From an optimization exercise on the open Yosys and OpenROAD flow, aimed at small area, a short achievable clock period and few clock cycles per item; shortcuts taken in it are not production practice.

== lane 5 ==
// simpledes_core
module simpledes_core (
    input  wire        clk,
    input  wire        rst,         
    input  wire [23:0] cmd,
    input  wire        cmd_valid,
    output wire        cmd_ready,
    output wire [11:0] dout,
    output wire [7:0]  status
);
==> module simpledes_core, before the edit <==
module simpledes_core (
    input  wire        clk,
    input  wire        rst,         
    input  wire [23:0] cmd,
    input  wire        cmd_valid,
    output wire        cmd_ready,
    output wire [11:0] dout,
    output wire [7:0]  status
);
    localparam [2:0] E_NONE    = 3'd0;
    localparam [2:0] E_ILLEGAL = 3'd1;
    localparam [2:0] E_RANGE   = 3'd2;
    localparam [2:0] E_NOKEY   = 3'd3;
    localparam [2:0] E_LOCKED  = 3'd4;
    function [7:0] expand;
        input [5:0] x;
        expand = {x[5], x[4], x[2], x[3], x[2], x[3], x[1], x[0]};
    endfunction
    function [2:0] sbox1;
        input [3:0] a;
        reg   [3:0] q0, q1, q2;
        begin
            q0 = {a[0] | a[1], ~(a[0] | a[1]), ~a[0], ~a[0]};
            q1 = {a[0], a[1], ~a[0], a[0]};
            q2 = {a[0] ^ a[1], a[0] ^ a[1], a[0] ^ a[1], ~(a[0] ^ a[1])};
            sbox1 = {q2[a[3:2]], q1[a[3:2]], q0[a[3:2]]};
        end
    endfunction
    function [2:0] sbox2;
        input [3:0] a;
        reg   [3:0] q0, q1, q2;
        begin
            q0 = {a[1] & ~a[0], a[0] | ~a[1], ~(a[0] & a[1]), a[0] & a[1]};
            q1 = {~a[1], a[0], a[1] | ~a[0], a[1] & ~a[0]};
            q2 = {~(a[0] ^ a[1]), ~(a[0] ^ a[1]), ~(a[0] | a[1]), a[1] | ~a[0]};
            sbox2 = {q2[a[3:2]], q1[a[3:2]], q0[a[3:2]]};
        end
    endfunction
    function [5:0] round_f;
        input [5:0] r;
        input [7:0] rk;
        reg   [7:0] x;
        begin
            x       = expand(r) ^ rk;
            round_f = {sbox1(x[7:4]), sbox2(x[3:0])};
        end
    endfunction
    function [5:0] sboxes;
        input [7:0] x;
        sboxes = {sbox1(x[7:4]), sbox2(x[3:0])};
    endfunction
    function [5:0] unexpand;
        input [7:0] x;
        input [7:0] k;
        unexpand = {x[7] ^ k[7], x[6] ^ k[6], x[4] ^ k[4], x[5] ^ k[5], x[1] ^ k[1], x[0] ^ k[0]};
    endfunction
    reg  [8:0]  key;
    reg         kv;
    reg         dv;
    reg  [2:0]  err;
    reg  [5:0]  hl, hr;
    reg  [8:0]  rot;
    reg  [4:0]  cur;
    reg         busy;
    wire        down = !cur[4];          
    wire [3:0]  op   = cmd[23:20];
    wire [3:0]  sr   = cmd[19:16];
    wire [3:0]  er   = cmd[15:12];
    wire [11:0] data = cmd[11:0];
    wire c_ill, c_ldk, c_ldr, c_prr, c_cip;
    sdes_decode u_dec (.c(cmd[23:9]), .ill(c_ill), .ldk(c_ldk), .ldr(c_ldr), .prr(c_prr),
                       .cip(c_cip));
    wire is_ldkey = c_ldk || c_ldr;
    reg [2:0] fault;
    always @(*) begin
        if (c_ill)
            fault = E_ILLEGAL;
        else if (c_ldr)
            fault = E_RANGE;
        else if (c_ldk)
            fault = kv ? E_LOCKED : E_NONE;
        else if (c_prr)
            fault = E_RANGE;
        else if (!kv)
            fault = E_NOKEY;
        else
            fault = E_NONE;
    end
    wire issue = cmd_valid && !busy;
    wire [7:0] k1    = key[8:1];
    wire [7:0] k2    = key[7:0];
    wire [7:0] in_kf = op[0] ? k2 : k1;
    wire [5:0] in_r  = data[11:6] ^ sboxes(expand(data[5:0]) ^ in_kf);
    wire [8:0] rot_n = down ? {rot[0], rot[8:1]} : {rot[7:0], rot[8]};
    wire [5:0] st_r  = hl ^ sboxes(expand(hr) ^ rot[8:1]);       
    wire [3:0] idx = {sr[3], sr[2], sr[1] | (op[1] & ~op[0]), sr[0] | (op[1] & op[0])};
    wire [8:0] b0  = {key[0], key[8:1]};
    wire [8:0] b1  = idx[0] ? {b0[7:0], b0[8]}   : b0;
    wire [8:0] b2  = idx[1] ? {b1[6:0], b1[8:7]} : b1;
    wire [8:0] b3  = idx[2] ? {b2[4:0], b2[8:5]} : b2;
    wire [8:0] b4  = idx[3] ? {b3[0], b3[8:1]}   : b3;
    wire go_c = issue && (err == E_NONE) && kv && c_cip;
    always @(posedge clk) begin
        if (rst) begin
            busy <= 1'b0;
            kv   <= 1'b0;
            dv   <= 1'b0;
            err  <= E_NONE;
        end else if (busy) begin
            if (cur == 5'd1 || cur == 5'h1f) busy <= 1'b0;
        end else if (issue && err == E_NONE) begin
            if (fault != E_NONE) begin
                err <= fault;
            end else if (is_ldkey) begin
                kv  <= 1'b1;
            end else begin
                dv <= 1'b1;
                if (!op[1]) busy <= (sr != er);       
            end
        end
    end
    wire       ld   = !busy && go_c;
    wire       hold = !busy && !go_c;
    wire [5:0] ld_l = op[1] ? data[5:0] : data[11:6];
    wire [5:0] ld_r = op[1] ? in_r : data[5:0];
    always @(posedge clk) begin
        hl  <= ({6{busy}} & hr)    | ({6{ld}} & ld_l) | ({6{hold}} & hl);
        hr  <= ({6{busy}} & st_r)  | ({6{ld}} & ld_r) | ({6{hold}} & hr);
        rot <= ({9{busy}} & rot_n) | ({9{ld}} & b4)   | ({9{hold}} & rot);
    end
    always @(posedge clk)
        if (!kv) key <= data[8:0];
    always @(posedge clk)
        cur <= (busy ? cur : {1'b0, sr}) + (busy ? {{4{down}}, 1'b1} : ~{1'b0, er} + 5'd1);
    assign cmd_ready = !busy;
    assign dout      = {st_r, hr};
    assign status    = {3'b000, err, dv, kv};
endmodule
clock: 4.5 ns
lec_check: 0
cap_margin: 20
core_margin: 2
core_utilization: 40
setup_slack_margin: 1.5
slew_margin: 20
synth_hierarchical: 1
standard.sh (not shown) runs the stock make flow with config.mk's settings and CLKGATE_MAP_FILE= SYNTH_SCRIPT=/design/flow/synth_recipe.tcl, a recipe that flattens the netlist after the stock synthesis.
==> flow/flow/run.sh <==
#!/bin/bash
# Standard layout, with the port buffers made of a regular buffer cell instead of the
# delay cell buffer_ports picks by default.
set -euo pipefail
bash standard.sh "BUFFER_PORTS_ARGS=-buffer_cell sky130_fd_sc_hd__buf_1" finish > run_standard.log 2>&1
Looking at the reports, lane 5 completed the entire flow and the layout it produced met the timing, design-rule and antenna checks.
diff inputs: lane 5 => lane 3
diff --git a/flow/design.v b/flow/design.v
--- a/flow/design.v
+++ b/flow/design.v
@@ -88,10 +88,14 @@
     end
     wire issue = cmd_valid && !busy;
-    wire [7:0] k1    = key[8:1];
-    wire [7:0] k2    = key[7:0];
-    wire [7:0] in_kf = op[0] ? k2 : k1;
-    wire [5:0] in_r  = data[11:6] ^ sboxes(expand(data[5:0]) ^ in_kf);
-    wire [8:0] rot_n = down ? {rot[0], rot[8:1]} : {rot[7:0], rot[8]};
-    wire [5:0] st_r  = hl ^ sboxes(expand(hr) ^ rot[8:1]);       
+    wire [8:0] rot_n  = down ? {rot[0], rot[8:1]} : {rot[7:0], rot[8]};
+    wire [8:0] rot_nn = down ? {rot[1:0], rot[8:2]} : {rot[6:0], rot[8:7]};
+    wire [5:0] st_r   = hl ^ sboxes(expand(hr) ^ rot[8:1]);      
+    wire [7:0] in_k  = busy ? rot_n[8:1] : op[0] ? key[7:0] : key[8:1];
+    wire [5:0] in_rr = busy ? st_r : data[5:0];
+    wire [5:0] in_ll = busy ? hr : data[11:6];
+    wire [5:0] in_r  = in_ll ^ sboxes(expand(in_rr) ^ in_k);
+    wire       one   = (cur == 5'd1) || (cur == 5'h1f);          
+    wire       two   = busy && !one;
+    wire       sgl   = busy && one;
     wire [3:0] idx = {sr[3], sr[2], sr[1] | (op[1] & ~op[0]), sr[0] | (op[1] & op[0])};
     wire [8:0] b0  = {key[0], key[8:1]};
@@ -108,9 +112,10 @@
             err  <= E_NONE;
         end else if (busy) begin
-            if (cur == 5'd1 || cur == 5'h1f) busy <= 1'b0;
+            if (one || cur == 5'd2 || cur == 5'h1e) busy <= 1'b0;
         end else if (issue && err == E_NONE) begin
             if (fault != E_NONE) begin
                 err <= fault;
             end else if (is_ldkey) begin
+                key <= data[8:0];
                 kv  <= 1'b1;
             end else begin
@@ -125,12 +130,10 @@
     wire [5:0] ld_r = op[1] ? in_r : data[5:0];
     always @(posedge clk) begin
-        hl  <= ({6{busy}} & hr)    | ({6{ld}} & ld_l) | ({6{hold}} & hl);
-        hr  <= ({6{busy}} & st_r)  | ({6{ld}} & ld_r) | ({6{hold}} & hr);
-        rot <= ({9{busy}} & rot_n) | ({9{ld}} & b4)   | ({9{hold}} & rot);
+        hl  <= ({6{two}} & st_r)   | ({6{sgl}} & hr)    | ({6{ld}} & ld_l) | ({6{hold}} & hl);
+        hr  <= ({6{two}} & in_r)   | ({6{sgl}} & st_r)  | ({6{ld}} & ld_r) | ({6{hold}} & hr);
+        rot <= ({9{two}} & rot_nn) | ({9{sgl}} & rot_n) | ({9{ld}} & b4)   | ({9{hold}} & rot);
     end
     always @(posedge clk)
-        if (!kv) key <= data[8:0];
-    always @(posedge clk)
-        cur <= (busy ? cur : {1'b0, sr}) + (busy ? {{4{down}}, 1'b1} : ~{1'b0, er} + 5'd1);
+        cur <= (busy ? cur : {1'b0, sr}) + (busy ? {{3{down}}, 2'b10} : ~{1'b0, er} + 5'd1);
     assign cmd_ready = !busy;
     assign dout      = {st_r, hr};
### Flow results
Summary of lane 3 over lane 5: setup slack decreased by 0.012 ns relative to the old numbers, met3 usage in global routing decreased by 0.24 points relative to the old numbers, area of all placed cells without fillers increased by 27% relative to the old numbers.
For the multi-input logic cell count, lane 3 came in about 24% higher than lane 5 did.
Lower buffers plus inverters on the worst setup path was reported by lane 3, not lane 5.
For wire length after detailed routing, dividing the value from lane 3 by the value from lane 5 gives 1.3.
When the final numbers for lane 5 and lane 3 were put side by side, the sequential cell area fraction in the yosys report turned out to be greater in lane 5.
The core of lane 3 is more densely filled than that of lane 5.
No functional check of the RTL was part of any run of this note.

## port drivers added, routing unchanged
In the flow no input, the clock included, has a driving cell. The finished layouts below were timed again as built, in two steps. Step 1 assumes that a clkbuf_16 drives the clock port and a buf_2 every other input. Step 2 moves the port delays by t, midway between the first and last clock arrival at a register: inputs arrive t later, outputs are due t later. That takes back most of the time a late clock gives input paths. a / b / c = ideal ports / drivers / drivers and shift; a / b = the first two.
| run | t (ns) | slack for setup (ns) | hold WS [ns] | worst slew at a driven data input, ns |
|---|---|---|---|---|
| lane 5 | 0.319 | 1.530 / 1.500 / 1.315 | 0.474 / 0.474 / 0.474 | 0.04 |
| lane 3 | 0.340 | 1.517 / 1.517 / 1.226 | 0.495 / 0.495 / 0.495 | 0.03 |
After both steps every run listed still meets setup and hold. The setup slack of lane 3, which loses most, moves by 0.000 ns with the drivers and by -0.291 ns with both steps.
